Background: an optimization exercise with open tools, aiming at small area. Do not read the settings as production practice.
Function was checked by simulation only, so behaviour that the tests miss may differ from the original.
The flow treats the clock pin as an ideal source, which a real chip does not have.
Power is estimated from default activity; no workload was simulated.

==> flow/design.v <==
module mfm_ctrl (
    input  wire        clk,
    input  wire        rst,
    input  wire [3:0]  cfg_fd_att,    
    input  wire        cfg_hd_att,    
    input  wire        host_cs,
    input  wire        host_we,
    input  wire [2:0]  host_addr,
    input  wire [7:0]  host_wdata,
    output reg  [7:0]  host_rdata,
    output wire [8:0]  buf_addr,
    output wire        buf_we,
    output wire [7:0]  buf_wdata,
    input  wire [7:0]  buf_rdata,
    input  wire [3:0]  fd_index,
    input  wire        hd_index,
    input  wire        fd_wp,
    input  wire        fd_tk0,
    input  wire        hd_ready,
    input  wire        hd_tk0,
    input  wire        hd_sc,
    input  wire        bit_tick,
    input  wire        rd_bit,
    output wire        wr_gate,
    output wire        wr_bit,
    output wire [1:0]  drv_sel,
    output wire        hd_sel,
    output reg  [2:0]  head_out,
    output reg         step_out,
    output reg         dir_out,
    output wire        rwc_out,
    output wire        precomp_out,
    output wire        motor_on
);
    localparam [14:0] MOT_START = 15'h2261;
    localparam [7:0]  DB_START  = 8'h5b;
    localparam [12:0] HD_V0     = 13'h0001;
    localparam [12:0] HD_V1     = 13'h0003;
    localparam [2:0] S_IDLE  = 3'b000,    
                     S_WAITI = 3'b001,    
                     S_WAITN = 3'b010,    
                     S_SYNC  = 3'b100,
                     S_READ  = 3'b110,
                     S_WR0   = 3'b101,    
                     S_WR1   = 3'b111;    
    reg [1:0]  sel_drive;
    reg        cmd_rwc;
    reg [4:0]  target;
    reg        read_mode;
    reg        ecc_req;
    reg        precomp;
    reg [14:0] motor;
    reg [2:0]  st;
    reg [8:0]  cursor;
    reg [8:0]  cnt;
    reg [16:0] pool;
    reg        ctx;
    reg [3:0]  fd_counter;
    reg [7:0]  fd_since;
    reg [4:0]  hd_counter;
    reg        hd_seen;
    reg [4:0]  hd_lo;          
    reg [12:0] hd_hi;          
    reg [12:0] hd_period;
    reg        sec_active;
    reg [12:0] sec_cnt;
    wire kind_hd     = cfg_hd_att && (sel_drive == 2'd0);
    wire fd_att      = cfg_fd_att[sel_drive];
    wire motor_is_on = (motor != 15'd0);
    wire [14:0] motor_nx = {motor[13:0], (motor[14] ^ motor[13]) & (motor[12:0] != 13'd0)};
    wire busy     = (st != S_IDLE);
    wire xfer_on  = st[2];
    wire st_rd    = st[2] & ~st[0];       
    wire st_wr    = st[2] &  st[0];
    wire gate     = st[2] & st[1] & st[0];
    wire host_ok  = host_cs && !busy;
    wire wr_ctl0  = host_ok && host_we && (host_addr == 3'd0);
    wire wr_ctl1  = host_ok && host_we && (host_addr == 3'd1);
    wire wr_data  = host_ok && host_we && (host_addr == 3'd2);
    wire wr_reset = host_ok && host_we && (host_addr == 3'd3);
    wire wr_start = host_ok && host_we && (host_addr == 3'd4);
    wire hc_data  = host_ok && (host_addr == 3'd2);      
    wire new_kind_hd = cfg_hd_att && (host_wdata[1:0] == 2'd0);
    wire fd_pulse  = !kind_hd && fd_att && fd_index[sel_drive];
    wire hd_pulse  = kind_hd && hd_index;
    wire sec_fire  = kind_hd && sec_active && (sec_cnt == hd_period) && !hd_pulse;
    wire increment = fd_pulse || hd_pulse || sec_fire;
    wire fd_bounce = (fd_since != 8'd0);
    wire [7:0] fd_since_nx = {fd_since[6:0], (fd_since[7] ^ fd_since[5] ^ fd_since[4] ^ fd_since[3]) & (fd_since[6:0] != 7'd0)};
    wire [3:0] fd_counter_nx = fd_bounce ? 4'd15 : fd_counter + 4'd1;
    wire [4:0] hd_counter_nx = hd_pulse ? 5'd0 : hd_counter + 5'd1;
    wire [4:0] counter_nx    = kind_hd ? hd_counter_nx : {1'b0, fd_counter_nx};
    wire [12:0] new_period   = hd_hi;
    wire [12:0] hd_hi_nx     = {hd_hi[11:0], (hd_hi[12] ^ hd_hi[3] ^ hd_hi[2] ^ hd_hi[0]) & (hd_hi[11:0] != 12'd0)};
    wire [12:0] sec_cnt_nx   = {sec_cnt[11:0], (sec_cnt[12] ^ sec_cnt[3] ^ sec_cnt[2] ^ sec_cnt[0]) & (sec_cnt[11:0] != 12'd0)};
    wire waiting   = busy && !xfer_on;
    wire do_match  = increment && waiting && (counter_nx == target);
    wire do_idle   = increment && (st == S_WAITI) && !do_match;
    wire idle_done = (cnt[3:0] == 4'd15) && (cnt[4] || !kind_hd);
    wire do_ecc    = increment && st_rd && kind_hd && ecc_req;
    wire tick      = bit_tick && !increment;
    wire last_bit  = (cnt[3:0] == 4'd15);
    wire sync_hit  = ((cnt[8:4] != 5'd0) || last_bit) &&
                     (pool[14:0] == 15'h2AAA) && (rd_bit == kind_hd);
    wire sync_fail = (cnt == 9'd479);
    wire r_store   = tick && (st == S_READ) && last_bit;
    wire w_shift   = tick && st_wr && cnt[0];
    wire w_fire    = tick && st_wr && last_bit;
    wire w_load    = w_fire || (do_match && !read_mode);
    assign buf_addr    = cursor;
    assign drv_sel     = sel_drive;
    assign hd_sel      = kind_hd;
    assign rwc_out     = cmd_rwc;
    assign precomp_out = precomp;
    assign motor_on    = motor_is_on;
    assign wr_gate     = gate;
    assign wr_bit = cnt[0] ? pool[15] : ~(pool[15] | pool[16]);
    wire [7:0] rd_byte = {pool[13], pool[11], pool[9], pool[7],
                          pool[5], pool[3], pool[1], rd_bit};
    assign buf_we    = wr_data || do_ecc || r_store;
    assign buf_wdata = !busy ? host_wdata : (increment ? 8'h00 : rd_byte);
    wire [7:0] status0 = kind_hd ? {2'b00, 1'b1, hd_sc, 1'b0, hd_tk0, hd_ready, 1'b0}
                       : fd_att  ? {5'b00000, fd_tk0, 1'b0, fd_wp}
                       :           8'h00;
    wire [7:0] status1 = {4'b0000, 1'b1, motor_is_on, busy, kind_hd};
    always @(*) begin
        case (host_addr)
            3'd0:    host_rdata = status0;
            3'd1:    host_rdata = status1;
            3'd2:    host_rdata = busy ? 8'hFF : buf_rdata;
            3'd5:    host_rdata = busy ? 8'hFF : buf_rdata;
            default: host_rdata = 8'hFF;
        endcase
    end
    always @(posedge clk) begin
        if (rst) begin
            sel_drive <= 2'd0;
            cmd_rwc   <= 1'b0;
            target    <= 5'd0;
            read_mode <= 1'b0;
            ecc_req   <= 1'b0;
            precomp   <= 1'b0;
            head_out  <= 3'd0;
            step_out  <= 1'b0;
            dir_out   <= 1'b0;
            motor     <= 15'd0;
        end else begin
            if (wr_ctl0) begin
                sel_drive <= host_wdata[1:0];
                cmd_rwc   <= host_wdata[7];
                if (new_kind_hd || cfg_fd_att[host_wdata[1:0]]) begin
                    head_out <= {host_wdata[4] & !new_kind_hd, host_wdata[3:2]};
                    step_out <= host_wdata[5];
                    dir_out  <= host_wdata[6];
                end
            end
            if (wr_ctl1) begin
                target    <= host_wdata[4:0];
                read_mode <= host_wdata[5];
                ecc_req   <= host_wdata[6];
                precomp   <= host_wdata[7];
            end
            if (wr_ctl0)
                motor <= MOT_START;
            else if (motor_is_on)
                motor <= motor_nx;
        end
    end
    always @(posedge clk) begin
        if (rst) begin
            fd_counter <= 4'd0;
            fd_since   <= 8'd0;
            hd_seen    <= 1'b0;
            sec_active <= 1'b0;
        end else begin
            if (fd_pulse) begin
                fd_counter <= fd_counter_nx;
                fd_since   <= DB_START;
            end else begin
                fd_since   <= fd_since_nx;
            end
            if (hd_pulse) begin
                hd_seen    <= 1'b1;
                sec_active <= hd_seen && (new_period != HD_V0);
            end else if (sec_fire && hd_counter_nx == 5'd31) begin
                sec_active <= 1'b0;
            end
            if (wr_ctl0 && !new_kind_hd)
                sec_active <= 1'b0;
        end
    end
    always @(posedge clk) begin
        if (hd_pulse) begin
            hd_counter <= 5'd0;
            hd_lo      <= 5'd1;
            hd_hi      <= HD_V0;
        end else begin
            if (sec_fire)
                hd_counter <= hd_counter_nx;
            hd_lo <= hd_lo + 5'd1;
            if (hd_lo == 5'd31)
                hd_hi <= hd_hi_nx;
        end
        if (hd_pulse && hd_seen)
            hd_period <= new_period;
        if (hd_pulse || sec_fire)
            sec_cnt <= HD_V1;
        else
            sec_cnt <= sec_cnt_nx;
    end
    always @(posedge clk) begin
        if (rst) begin
            st     <= S_IDLE;
            cursor <= 9'd0;
        end else begin
            if (wr_reset)
                cursor <= 9'd0;
            if (hc_data || (do_match && !read_mode) || w_fire || r_store)
                cursor <= cursor + 9'd1;
            if (wr_start && motor_is_on)
                st <= S_WAITI;
            if (increment && xfer_on)
                st <= S_IDLE;
            else if (do_match)
                st <= read_mode ? S_SYNC : S_WR0;
            else if (do_idle && idle_done)
                st <= S_IDLE;
            else if (tick && st == S_SYNC) begin
                if (sync_hit)
                    st <= S_READ;
                else if (sync_fail)
                    st <= S_WAITN;
            end else if (w_fire)
                st <= S_WR1;
        end
    end
    always @(posedge clk) begin
        if ((wr_start && motor_is_on) || do_match || (tick && st == S_SYNC && sync_hit))
            cnt <= 9'd0;
        else if (do_idle || (tick && xfer_on))
            cnt <= cnt + 9'd1;
        if ((tick && st_rd) || w_shift) begin
            pool[15:8] <= pool[14:7];
            pool[16]   <= w_fire ? (gate & ctx) : pool[15];
        end
        if (w_load)
            pool[7:0] <= buf_rdata;
        else if ((tick && st_rd) || w_shift)
            pool[7:0] <= {pool[6:0], rd_bit};
        if (tick && st_wr && cnt[3:0] == 4'd1)
            ctx <= pool[15];
    end
endmodule
Settings: LEC_CHECK=0, CAP_MARGIN=20, CORE_MARGIN=2, CORE_UTILIZATION=40, SLEW_MARGIN=20; clock period 10.0 ns.
standard.sh (not shown) runs the stock make flow with config.mk's settings and CLKGATE_MAP_FILE= SYNTH_SCRIPT=/design/flow/synth_recipe.tcl, a recipe that flattens the netlist after the stock synthesis.
==> flow/flow/run.sh <==
#!/bin/bash
# The standard layout (standard.sh), with changes that only make the
# layout smaller:
# - synthesis maps the logic with an area-oriented ABC script
#   (flow/synth.tcl, flow/abc_area.script); registers are mapped as standard;
# - every port still gets its buffer, made of the smallest buffer cell;
# - the clock tree uses clkbuf_8 without dummy loads;
# - after CTS, leaf clock buffers that drive few flip-flops are downsized
#   (flow/post_cts.tcl).
set -euo pipefail
here=$(cd "$(dirname "$0")" && pwd)
export FLOW_ABC_SCRIPT="$here/abc_area.script"
export BUFFER_PORTS_ARGS="-buffer_cell sky130_fd_sc_hd__buf_1"
export CTS_ARGS="-sink_clustering_enable -repair_clock_nets -buf_list sky130_fd_sc_hd__clkbuf_8 -root_buf sky130_fd_sc_hd__clkbuf_8 -dont_use_dummy_load"
export POST_CTS_TCL="$here/post_cts.tcl"
bash standard.sh SYNTH_SCRIPT="$here/synth.tcl" finish > standard.log 2>&1
==> flow/flow/abc_area.script <==
strash
dch -f
map -a
mfs2
strash
dch -f
map -a
mfs2
strash
dch -f
map -a
topo
==> flow/flow/post_cts.tcl <==
# Downsize clock buffers that drive only a few flip-flop clock pins.
set small_fanout 11
set n 0
foreach inst [[ord::get_db_block] getInsts] {
  set master [[$inst getMaster] getName]
  if { $master != "sky130_fd_sc_hd__clkbuf_8" } { continue }
  set out [$inst findITerm X]
  set net [$out getNet]
  if { $net == "NULL" } { continue }
  set sinks 0
  set others 0
  foreach it [$net getITerms] {
    if { [$it isOutputSignal] } { continue }
    set m [[$it getInst] getMaster]
    if { [string match "*df*" [$m getName]] } { incr sinks } else { incr others }
  }
  if { $others == 0 && $sinks <= $small_fanout } {
    replace_cell [$inst getName] sky130_fd_sc_hd__clkbuf_4
    incr n
  }
}
puts "post_cts: downsized $n leaf clock buffers to clkbuf_4"
estimate_parasitics -placement
==> flow/flow/synth.tcl <==
# The standard synthesis (synth_recipe.tcl), with ABC mapping the
# combinational logic for area (flow/abc_area.script) instead of speed.
# Flip-flop mapping is untouched, so the registers are the standard ones.
proc synth {args} { yosys synth -nofsm -noshare {*}$args }
proc abc {args} {
  set i [lsearch -exact $args -script]
  if { $i >= 0 } { lset args [expr { $i + 1 }] $::env(FLOW_ABC_SCRIPT) }
  yosys abc {*}$args
}
source $::env(SCRIPTS_DIR)/synth.tcl
# left out here: clear keep_hierarchy, flatten, clean up, hide names made inside functions, write 1_2_yosys.v
==> next run, changes <==
==> flow/flow/abc_area.script (replaced) <==
strash
&get -n
&deepsyn -T 20
&put
dch -f
map -a
mfs2
strash
&get -n
&deepsyn -T 20
&put
dch -f
map -a
mfs2
strash
&get -n
&st
&dch -f
&nf -R 1000 -p -F 8 -A 4
&put
topo
--- a/flow/flow/synth.tcl
+++ b/flow/flow/synth.tcl
@@ -2 +2,2 @@
-# combinational logic for area (flow/abc_area.script) instead of speed.
+# combinational logic for area (flow/abc_area.script) instead of speed, and
+# adders left to ABC instead of mapped to adder cells beforehand.
@@ -9,0 +11 @@
+set ::env(ADDER_MAP_FILE) ""
Effect:
- routed wire length fell by 3.7%
- core utilization is higher by 0.23 points
- register-to-register slack improved by 1.1 ns
- cell area decreases by 4.1%
==> next run, changes <==
==> flow/flow/abc_area.script (replaced) <==
strash
&get -n
&deepsyn -T 20
&put
dch -f
map -a
mfs2
strash
&get -n
&deepsyn -T 20
&put
dch -f
map -a
mfs2
strash
dch -f
map -a
topo
The new run finished with timing, DRC and antenna clean.
Synthesized cell count came out higher by 21%.
Design area stays flat.
Utilization stays flat.
Routed wire length came out higher by 2.2%.
Clock skew came out higher by 0.0064 ns.
Setup slack degrades by 0.57 ns.
Worst hold slack degrades by 0.030 ns.
Non-clock buffer count came out lower by 2.
Flip-flop and latch count stays the same.
==> next run, changes <==
--- a/flow/flow/run.sh
+++ b/flow/flow/run.sh
@@ -2 +2 @@
-# The standard layout (standard.sh), with changes that only make the
+# The standard layout (standard.sh), with three changes that only make the
@@ -4,2 +3,0 @@
-# - synthesis maps the logic with an area-oriented ABC script
-#   (flow/synth.tcl, flow/abc_area.script); registers are mapped as standard;
@@ -12 +9,0 @@
-export FLOW_ABC_SCRIPT="$here/abc_area.script"
@@ -16 +13 @@
-bash standard.sh SYNTH_SCRIPT="$here/synth.tcl" finish > standard.log 2>&1
+bash standard.sh > standard.log 2>&1
removed: flow/flow/abc_area.script
removed: flow/flow/synth.tcl
After rerunning: Non-clock buffer count climbs by 2; wire length increases by about 5%; total power is lower by 7.2%; flip-flop and latch count is unchanged; sequential share of layout area came out lower by 3.8 points; count of clock-buffer cells in the layout is unchanged.

==> afterwards: timing with drivers on the ports <==
Ports are ideal in the flow. The routed layouts listed here were re-timed in OpenROAD.
Step 1 (the two cells are an assumption about what drives the block):
set clk [get_ports {clk}]
set_driving_cell -lib_cell sky130_fd_sc_hd__clkbuf_16 $clk
set_driving_cell -lib_cell sky130_fd_sc_hd__buf_2 [delete_from_list [all_inputs] $clk]
Step 2 also shifts input and output timing later by t, the mid clock arrival at the registers, as if the neighbouring blocks saw the same clock.
a / b / c = ideal / step 1 / step 2; a / b = the first two.
run | t (ns) | setup slack, ns | clock arrival spread, ns | slew at the worst register clock pin (ns)
the first run | 0.440 | 2.592 / 2.559 / 2.488 | 0.025 / 0.025 | 0.10 / 0.10
the second run | 0.450 | 3.534 / 3.513 / 3.513 | 0.039 / 0.039 | 0.11 / 0.11
the third run | 0.443 | 2.962 / 2.937 / 2.937 | 0.045 / 0.045 | 0.11 / 0.11
the fourth run | 0.442 | 3.377 / 3.355 / 3.355 | 0.039 / 0.039 | 0.11 / 0.11
After both steps setup and hold are still met in every run listed. The setup slack of the first run, which loses most, moves by -0.033 ns with the drivers and by -0.104 ns with both steps.
